Background: an optimization exercise with open tools, aiming at small area and a short achievable clock period. Do not read the settings as production practice. In this exercise RTL edits were held to simulation tests only and were not proved equivalent to the original. No driver is modelled on the clock port, so clocking that relies on it looks cheaper here than on a real chip.

run a:
// dle_rx
module dle_rx #(
    parameter MAX_LEN = 32
) (
    input  wire                       clk,
    input  wire                       rst,
    input  wire                       in_valid,
    input  wire [7:0]                 in_byte,
    output reg                        pkt_valid,
    output reg                        pkt_ok,
    output wire [7:0]                 pkt_id,
    output reg  [5:0]                 pkt_data_len,
    output wire [8*(MAX_LEN-4)-1:0]   pkt_data,
    output reg  [5:0]                 pkt_raw_len,
    output wire [8*MAX_LEN-1:0]       pkt_raw,
    output reg                        too_long
);
    localparam [7:0] DLE = 8'h10;
    localparam [7:0] ETX = 8'h03;
    localparam DMAX = MAX_LEN - 4;
    reg       inframe;
    reg [5:0] len;
    reg       par;         
    reg [7:0] d1;          
    reg       w1;          
    reg       kd1, kd2;    
    reg       k1;          
    reg       f1, f2;      
    reg [4:0] wp;          
    wire is_dle   = (in_byte == DLE);
    wire is_etx   = (in_byte == ETX);
    wire idx2     = (len >= 6'd2);
    wire keep     = idx2 && !par;
    wire complete = inframe && is_etx && (len >= 6'd4) && par;
    wire full     = inframe && (len == MAX_LEN - 1);
    reg  failed;           
    wire fail_now = failed || f2;
    always @(posedge clk) begin
        if (rst) begin
            inframe   <= 1'b0;
            pkt_valid <= 1'b0;
            too_long  <= 1'b0;
        end else begin
            pkt_valid <= in_valid && complete;
            too_long  <= in_valid && full && !complete;
            if (in_valid) begin
                if (!inframe)
                    inframe <= is_dle;
                else if (complete || full)
                    inframe <= 1'b0;
            end
        end
    end
    always @(posedge clk) begin
        if (!inframe) begin
            len <= 6'd1;
            par <= 1'b0;
            w1  <= 1'b0;
  ...
Settings: LEC_CHECK=0, CAP_MARGIN=20, CORE_MARGIN=2, CORE_UTILIZATION=70, CTS_CLUSTER_DIAMETER=100, CTS_CLUSTER_SIZE=30, PLACE_DENSITY=0.85, SLEW_MARGIN=20, SYNTH_HIERARCHICAL=1, SYNTH_MINIMUM_KEEP_SIZE=0; clock period 30.0 ns.
standard.sh (not shown) runs the stock make flow with config.mk's settings and CLKGATE_MAP_FILE= SYNTH_SCRIPT=/design/flow/synth_recipe.tcl, a recipe that flattens the netlist after the stock synthesis.
==> flow/flow/run.sh <==
#!/bin/bash
# The standard layout (the standard.sh, standard synthesis unchanged),
# with two changes to how it is placed:
# - every port is buffered by a sky130_fd_sc_hd__buf_1 instead of the
#   resizer's default choice (a clkdlybuf4s50_1 delay cell, which is larger
#   and slower);
# - after global placement, flow/upsize.tcl gives the port buffers on the
#   slowest output paths (and the flip-flops driving them) the next drive
#   strength.
# All of make's output goes to flow_make.log.
set -euo pipefail
bash standard.sh \
  "BUFFER_PORTS_ARGS=-buffer_cell sky130_fd_sc_hd__buf_1" \
  "POST_GLOBAL_PLACE_TCL=$PWD/flow/upsize.tcl" \
  "UPSIZE_OUT_NS=0.53" \
  finish > flow_make.log 2>&1
==> flow/flow/upsize.tcl <==
set thr $::env(UPSIZE_OUT_NS)
set block [ord::get_db_block]
set nbuf 0
set nff 0
foreach p [get_ports -filter "direction==output"] {
  set s [get_property $p slack_max]
  if {$s == "INF" || $s == "inf"} continue
  set arr [expr {30.0 - 6.0 - $s}]
  if {$arr <= $thr} continue
  set bterm [$block findBTerm [get_property $p name]]
  set net [$bterm getNet]
  foreach it [$net getITerms] {
    if {![$it isOutputSignal]} continue
    set inst [$it getInst]
    set m [[$inst getMaster] getName]
    if {$m == "sky130_fd_sc_hd__buf_1"} {
      replace_cell [$inst getName] sky130_fd_sc_hd__buf_2
      incr nbuf
      # the buffer's driver
      set in [$inst findITerm A]
      set n2 [$in getNet]
      foreach it2 [$n2 getITerms] {
        if {![$it2 isOutputSignal]} continue
        set i2 [$it2 getInst]
        if {[[$i2 getMaster] getName] == "sky130_fd_sc_hd__dfxtp_1"} {
          replace_cell [$i2 getName] sky130_fd_sc_hd__dfxtp_2
          incr nff
        }
      }
    }
  }
}
puts "upsize.tcl: $nbuf output buffers and $nff flip-flops upsized (threshold $thr ns)"
estimate_parasitics -placement
The inputs of run b differ from those of run a as listed below.
-- flow/flow/run.sh --
<<< run a, line 8
#   slowest output paths (and the flip-flops driving them) the next drive
#   strength.
# All of make's output goes to flow_make.log.
>>> run b, line 8
#   slowest output paths (and the flip-flops driving them) the next drive
#   strength, and the data inputs' port buffers a buf_4 (in_byte drives
#   some 30 loads).
# All of make's output goes to flow_make.log.
-- flow/flow/upsize.tcl --
<<< run a, line 32
}
puts "upsize.tcl: $nbuf output buffers and $nff flip-flops upsized (threshold $thr ns)"
>>> run b, line 32
}
set nin 0
foreach p [get_ports -filter "direction==input"] {
  set name [get_property $p name]
  if {$name == "clk"} continue
  set bterm [$block findBTerm $name]
  set net [$bterm getNet]
  foreach it [$net getITerms] {
    set inst [$it getInst]
    if {[[$inst getMaster] getName] == "sky130_fd_sc_hd__buf_1"} {
      replace_cell [$inst getName] sky130_fd_sc_hd__buf_4
      incr nin
    }
  }
}
puts "upsize.tcl: $nin input buffers upsized"
puts "upsize.tcl: $nbuf output buffers and $nff flip-flops upsized (threshold $thr ns)"
--- outcome ---
Compared with run a, in run b share of the clock period used by the worst path after layout essentially unchanged; total via count in the routed design was more or less identical; share of flip-flops with an asynchronous set or reset barely changed; post-layout instance area has remained practically unchanged. Wire: run b routes more than run a.

[what the ideal ports hide]
The flow's constraints put no driver on any port. The routed layouts listed below were extracted and timed again, unchanged, in two steps. Step 1 assumes that a clkbuf_16 drives the clock port and a buf_2 every other input. Step 2, shift: input delay + t, output delay - t, t = (earliest + latest rising clock arrival at the registers) / 2. This alone moves slack from input paths to output paths. Slacks: ideal / step 1 / step 2; pairs: ideal / step 1.
run | t, ns | setup slack, ns | latest minus earliest clock arrival (ns) | worst register clock-pin slew, ns
run a | 0.580 | 22.716 / 22.736 / 22.156 | 0.032 / 0.032 | 0.12 / 0.12
run b | 0.590 | 22.706 / 22.730 / 22.140 | 0.020 / 0.020 | 0.12 / 0.12
After both steps setup and hold are still met in every run listed. The setup slack of run b, which loses most, moves by +0.024 ns with the drivers and by -0.566 ns with both steps.
